From an optimization exercise on the open Yosys and OpenROAD flow, aimed at small area, a short achievable clock period and few clock cycles per item; shortcuts taken in it are not production practice.

## build 87
==> flow/design.v <==
module vospi_crc16 (
    input  wire [15:0] crc_in,
    input  wire [15:0] data,
    output reg  [15:0] crc_out
);
    integer i;
    reg fb;
    always @* begin
        crc_out = crc_in;
        for (i = 15; i >= 0; i = i - 1) begin
            fb      = crc_out[15] ^ data[i];
            crc_out = {crc_out[14:0], 1'b0} ^ (fb ? 16'h1021 : 16'h0000);
        end
    end
endmodule
module vospi_engine #(
    parameter LINE_WIDTH   = 80,
    parameter PPS          = 60,       
    parameter SEGS_MULTI   = 4,        
    parameter MARKER_ID    = 20,
    parameter QUIET_MS     = 200
) (
    input  wire        clk,
    input  wire        rst,
    input  wire        cmd_valid,
    output wire        cmd_ready,
    input  wire [2:0]  cmd_op,
    input  wire [7:0]  cmd_hint,
    input  wire        cfg_ok,
    output reg         cfg_req,
    output reg         rsp_valid,
    output wire [1:0]  rsp_code,
    output reg         rsp_active,
    input  wire [31:0] now,
    output reg         xfer_start,
    output reg         xfer_abort,
    input  wire        rx_valid,
    output wire        rx_ready,
    input  wire [15:0] rx_data,
    input  wire        pool_avail,
    input  wire [3:0]  pool_slot,
    output reg         acq_take,
    output reg         rel_valid,
    output reg         rel_used,
    output wire [3:0]  rel_slot,
    output wire        mem_we,
    output wire [3:0]  mem_slot,
    output wire [15:0] mem_addr,
    output wire [15:0] mem_wdata
);
    localparam PACKET_WORDS = 2 + LINE_WIDTH + 1;
    localparam TAP = 8;                    
    localparam [2:0] OP_INIT = 3'd0, OP_DEINIT = 3'd1, OP_ABORT = 3'd2,
                     OP_RESTART = 3'd3;
    localparam [1:0] RES_OK = 2'd0, RES_ERR_TRANSPORT = 2'd1, RES_ERR_STATE = 2'd2;
    reg        initialised;
    reg        multi_segment;
    reg        streaming;
    reg        capturing;
    reg [5:0]  exp_pid;                    
    reg [1:0]  exp_seg;                    
    reg        slot_valid;
    reg [3:0]  slot;
    reg [3:0]  slot_o;                     
    reg [31:0] last_resync;
    reg [15:0] rx_q;
    reg        rxv_q;                      
    reg        pool_avail_q;
    reg        rx_rdy;
    reg [6:0]  widx;                       
    reg [6:0]  d;                          
    reg        hdr_q;                      
    reg        pay_q;                      
    reg        last_q;                     
    reg [15:0] crc;
    reg        f_skip;                     
    reg        f_r2;                       
    reg        f_bad;                      
    reg [15:0] rb [0:LINE_WIDTH-1];        
    reg        wst;                        
    reg        wst2;                       
    reg        wact;                       
    reg [6:0]  wk;                         
    reg [6:0]  wc;                         
    reg [10:0] base_hi;                    
    reg [10:0] addr_hi;                    
    reg        zbase;                      
    reg        fc_flag;                    
    reg        fc_take;                    
    reg        fcd;                        
    reg        cmd_rdy;
    reg        c1;                         
    reg        c2;                         
    reg        rs1;                        
    reg [1:0]  code1, code2, code3;        
    reg        q_lo;                       
    reg        q_b;                        
    reg        q_k;                        
    reg        q_x;                        
    assign cmd_ready = cmd_rdy;
    assign rx_ready  = rx_rdy;
    assign rel_slot  = slot_o;
    assign mem_we    = wact;
    assign mem_slot  = slot_o;
    assign rsp_code  = code3;
    assign mem_addr  = {addr_hi, wc[3:0], 1'b0};
    assign mem_wdata = rb[LINE_WIDTH-1];
    wire [15:0] crc_next;
    vospi_crc16 u_crc (
        .crc_in (crc),
        .data   (rx_q),
        .crc_out(crc_next)
    );
    wire cmd_fire   = cmd_valid && cmd_rdy;
    wire op_init    = (cmd_op == OP_INIT);
    wire op_abort   = (cmd_op == OP_ABORT) || (cmd_op == OP_DEINIT);
    wire op_deinit  = (cmd_op == OP_DEINIT);
    wire op_restart = (cmd_op == OP_RESTART);
    wire init_ok    = cmd_fire && !initialised && op_init && cfg_ok;
    wire abort_fire = cmd_fire && initialised && op_abort;
    wire acc        = rx_valid && rx_rdy && streaming && !abort_fire;
    wire w_pay      = (widx >= 7'd2) && (widx < 7'd2 + LINE_WIDTH);
    wire acc_pay    = acc && w_pay;
    wire acc_first  = acc && (widx == 7'd2);
    wire [6:0] widx_d = abort_fire ? 7'd0 :
                        !acc ? widx :
                        (widx == PACKET_WORDS - 1) ? 7'd0 : widx + 7'd1;
    wire [6:0] d_inc = (d == LINE_WIDTH - 1) ? 7'd0 : d + 7'd1;
    wire [6:0] d_d   = acc_first ? 7'd0 : acc_pay ? d : d_inc;
    wire rdy_d       = !((widx_d >= 7'd3) && (widx_d < 7'd2 + LINE_WIDTH)) ||
                       (d_d[2:0] == 3'd0);
    wire [11:0] h_pid    = rx_q[11:0];
    wire [2:0]  h_seg    = rx_q[14:12];
    wire        h_dc     = (rx_q[11:8] == 4'hF);
    wire        h_marker = multi_segment && (h_pid == MARKER_ID);
    wire        e_zero   = (exp_pid == 6'd0);
    wire        h_r1     = e_zero && (h_pid != 12'd0);
    wire        h_r2     = h_marker && (exp_seg == 2'd0) && (h_seg != 3'd1);
    wire        h_bad    = (h_pid != {6'd0, exp_pid}) ||
                           (h_marker && (h_seg != {1'b0, exp_seg} + 3'd1));
    wire ev      = last_q && initialised && capturing && !f_skip;
    wire ev_r2   = ev && f_r2;
    wire ev_try  = ev && !f_r2;
    wire crc_ok  = (crc == rx_q);
    wire ev_bad  = ev_try && (f_bad || !crc_ok);
    wire ev_ok   = ev_try && !f_bad && crc_ok;
    wire ev_nosl = ev_ok && !slot_valid && !pool_avail_q;
    wire ev_acc  = ev_ok && (slot_valid || pool_avail_q);
    wire pid_wrap   = (exp_pid == PPS - 1);
    wire seg_wrap   = (exp_seg == SEGS_MULTI - 1);
    wire frame_done = pid_wrap && (!multi_segment || seg_wrap);
    wire        wlast   = (wk == LINE_WIDTH - 1);
    wire [6:0]  wc_d    = wst2 ? d : (wc == LINE_WIDTH - 1) ? 7'd0 : wc + 7'd1;
    wire [10:0] base_d  = !wst2 ? base_hi : zbase ? 11'd0 : base_hi + 11'd5;
    wire [1:0]  code_now = (op_init && initialised) ? RES_ERR_STATE :
                           (op_init && !cfg_ok) ? RES_ERR_TRANSPORT :
                           (op_abort && !initialised) ? RES_ERR_STATE : RES_OK;
    wire [23:0] hs_a = now[31:8] ~^ last_resync[31:8];    
    wire [23:0] hs_o = now[31:8] | ~last_resync[31:8];    
    wire [7:0]  d_lo = now[7:0] - last_resync[7:0];
    wire        quiet_ok = !(q_lo && q_k && (q_x == !q_b));
    wire busy = rx_valid || rxv_q || wst || wst2 || wact || fcd || acq_take ||
                rel_valid || c1 || c2 || cmd_fire;
    integer i, j;
    always @(posedge clk) begin
        rx_q         <= rx_data;
        pool_avail_q <= pool_avail;
        q_lo         <= d_lo < QUIET_MS;
        q_b          <= now[7:0] < last_resync[7:0];
        q_k          <= &(hs_a[23:1] ~^ hs_o[22:0]);
        q_x          <= hs_a[0];
        for (j = 0; j < LINE_WIDTH / TAP; j = j + 1) begin
            for (i = 1; i < TAP; i = i + 1)
                rb[j*TAP + i] <= rb[j*TAP + i - 1];
            rb[j*TAP] <= ~((pay_q && d[6:3] == j) ? ((j % 2 == 0) ? rx_q : ~rx_q) :
                           rb[(j*TAP + LINE_WIDTH - 1) % LINE_WIDTH]);
        end
        wc        <= wc_d;
        slot_o    <= slot;
        code1     <= code_now;
        code2     <= code1;
        code3     <= code2;
        rsp_active <= initialised && streaming && capturing;
        rel_used  <= !(cmd_valid && cmd_rdy && op_deinit);
        base_hi   <= base_d;
        addr_hi   <= base_d + {8'd0, wc_d[6:4]};
    end
    always @(posedge clk) begin
        cfg_req    <= 1'b0;
        xfer_start <= 1'b0;
        xfer_abort <= 1'b0;
        acq_take   <= 1'b0;
        rel_valid  <= 1'b0;
        rsp_valid  <= 1'b0;
        if (rst) begin
            initialised   <= 1'b0;
            streaming     <= 1'b0;
            rxv_q         <= 1'b0;
            widx          <= 7'd0;
            hdr_q         <= 1'b0;
            pay_q         <= 1'b0;
            last_q        <= 1'b0;
            rx_rdy        <= 1'b0;
            wst           <= 1'b0;
            wst2          <= 1'b0;
            wact          <= 1'b0;
            fc_flag       <= 1'b0;
            fcd           <= 1'b0;
            cmd_rdy       <= 1'b0;
            c1            <= 1'b0;
            c2            <= 1'b0;
            rs1           <= 1'b0;
        end else begin
            cmd_rdy <= !busy;
            rxv_q  <= acc;
            hdr_q  <= acc && (widx == 7'd0);
            pay_q  <= acc_pay;
            last_q <= acc && (widx == PACKET_WORDS - 1);
            widx   <= widx_d;
            d      <= d_d;
            rx_rdy <= rdy_d;
            if (rxv_q)
                crc <= last_q ? 16'd0 : crc_next;
            if (hdr_q) begin
                f_skip <= h_dc || h_r1;
                f_r2   <= h_r2;
                f_bad  <= h_bad;
            end
            if (ev_r2)
                exp_pid <= 6'd0;
            if (ev_bad) begin
                xfer_abort  <= 1'b1;
                streaming   <= 1'b0;
                capturing   <= 1'b0;
                exp_pid     <= 6'd0;
                exp_seg     <= 2'd0;
                last_resync <= now;
            end
            if (ev_nosl)
                capturing <= 1'b0;
            if (ev_acc) begin
                if (!slot_valid) begin
                    acq_take   <= 1'b1;
                    slot_valid <= 1'b1;
                end
                wst     <= 1'b1;
                zbase   <= e_zero && (exp_seg == 2'd0);
                fc_flag <= frame_done;
                fc_take <= pool_avail_q;
                if (pid_wrap) begin
                    exp_pid <= 6'd0;
                    if (multi_segment)
                        exp_seg <= exp_seg + 2'd1;
                end else begin
                    exp_pid <= exp_pid + 6'd1;
                end
                if (frame_done && !pool_avail_q) begin
                    slot_valid <= 1'b0;
                    capturing  <= 1'b0;
                end
            end
            if (acq_take)
                slot <= pool_slot;
            wst2 <= wst;
            if (wst)
                wst <= 1'b0;
            if (wst2) begin
                wact    <= 1'b1;
                wk      <= 7'd0;
            end
            if (wact) begin
                wk <= wk + 7'd1;
                if (wlast) begin
                    wk      <= 7'd0;
                    wact    <= 1'b0;
                    fcd     <= fc_flag;
                    fc_flag <= 1'b0;
                end
            end
            if (fcd) begin
                fcd       <= 1'b0;
                rel_valid <= 1'b1;
                acq_take  <= fc_take;
            end
            c1  <= cmd_fire;
            c2  <= c1;
            rs1 <= cmd_fire && initialised && op_restart;
            if (cmd_fire && op_init && !initialised)
                cfg_req <= 1'b1;
            if (init_ok) begin
                multi_segment <= (cmd_hint > 8'd1);
                exp_pid       <= 6'd0;
                exp_seg       <= 2'd0;
                streaming     <= 1'b0;
                capturing     <= 1'b0;
                slot_valid    <= 1'b0;
                last_resync   <= now;
                initialised   <= 1'b1;
            end
            if (abort_fire) begin
                xfer_abort  <= streaming;
                streaming   <= 1'b0;
                capturing   <= 1'b0;
                exp_pid     <= 6'd0;
                exp_seg     <= 2'd0;
                last_resync <= now;
                crc         <= 16'd0;
                if (op_deinit) begin
                    if (slot_valid)
                        rel_valid <= 1'b1;
                    slot_valid  <= 1'b0;
                    initialised <= 1'b0;
                end
            end
            if (cmd_fire && initialised && op_restart)
                capturing <= 1'b1;
            if (rs1 && !streaming && quiet_ok) begin
                streaming  <= 1'b1;
                xfer_start <= 1'b1;
                widx       <= 7'd0;
                crc        <= 16'd0;
            end
            if (c2)
                rsp_valid  <= 1'b1;
        end
    end
endmodule
export LEC_CHECK = 0
export CAP_MARGIN = 20
export CORE_MARGIN = 2
export CORE_UTILIZATION = 70
export CTS_CLUSTER_DIAMETER = 55
export CTS_CLUSTER_SIZE = 25
export SLEW_MARGIN = 20
create_clock -name core_clock -period 10.0 [get_ports {clk}]
standard.sh (not shown) runs the stock make flow with config.mk's settings and CLKGATE_MAP_FILE= SYNTH_SCRIPT=/design/flow/synth_recipe.tcl, a recipe that flattens the netlist after the stock synthesis.
==> flow/flow/run.sh <==
#!/bin/bash
# The standard ORFS layout (the standard.sh), asking timing repair for
# more setup slack than the clock period needs and buffering the ports with
# buf_2 instead of the default delay buffer.
set -euo pipefail
bash standard.sh 'SETUP_SLACK_MARGIN=6.9' 'BUFFER_PORTS_ARGS=-buffer_cell sky130_fd_sc_hd__buf_2' finish > orfs_make.log 2>&1
Build 87 completed; timing, DRC and antenna clean
Changes in build 59 relative to build 87:
diff --git a/flow/design.v b/flow/design.v
--- a/flow/design.v
+++ b/flow/design.v
@@ -173,6 +173,6 @@
             for (i = 1; i < TAP; i = i + 1)
                 rb[j*TAP + i] <= rb[j*TAP + i - 1];
-            rb[j*TAP] <= ~((pay_q && d[6:3] == j) ? ((j % 2 == 0) ? rx_q : ~rx_q) :
-                           rb[(j*TAP + LINE_WIDTH - 1) % LINE_WIDTH]);
+            rb[j*TAP] <= (pay_q && d[6:3] == j) ? rx_q :
+                         rb[(j*TAP + LINE_WIDTH - 1) % LINE_WIDTH];
         end
         wc        <= wc_d;
==> results.txt <==
Build 59 vs build 87 — die extent in x climbed slightly
Cell area: build 59 vs build 87 up about 0.7%
Build 59 ended up with multiplexers as its main combinational cell family by area after synthesis; build 87 ended up with simple AND/OR/NAND/NOR gates.
Going from build 87 to build 59, area of the core essentially unchanged; floorplan die area increased 0.69%; length of routed wiring on met1 increased 830 um; synthesized net count decreased 94; total area of multi-input combinational cells increased 210 um2.
Function was not checked in any run of this note: the RTL went through the layout flow alone.

[afterwards: timing with drivers on the ports]
Ports are ideal in the flow. The routed layouts listed here were re-timed in OpenROAD.
Step 1, drivers: a clkbuf_16 drives clk and a buf_2 each remaining input, both assumed.
Step 2 also shifts input and output timing later by t, the mid clock arrival at the registers, as if the neighbouring blocks saw the same clock.
a / b / c = no drivers / after step 1 / after step 2; a / b = the first two.
| run | shift t [ns] | slack for setup (ns) | hold slack, ns | worst setup path after step 2 | clock arrival spread, ns |
|---|---|---|---|---|---|
| build 87 | 0.657 | 6.904 / 6.856 / 6.270 | 0.307 / 0.307 / 0.307 | input to register | 0.027 / 0.027 |
| build 59 | 0.677 | 6.863 / 6.828 / 6.224 | 0.321 / 0.321 / 0.321 | input to register | 0.031 / 0.031 |
After both steps setup and hold are still met in every run listed. For build 59, which loses most, drivers alone change the setup slack by -0.035 ns; drivers and shift together by -0.639 ns.
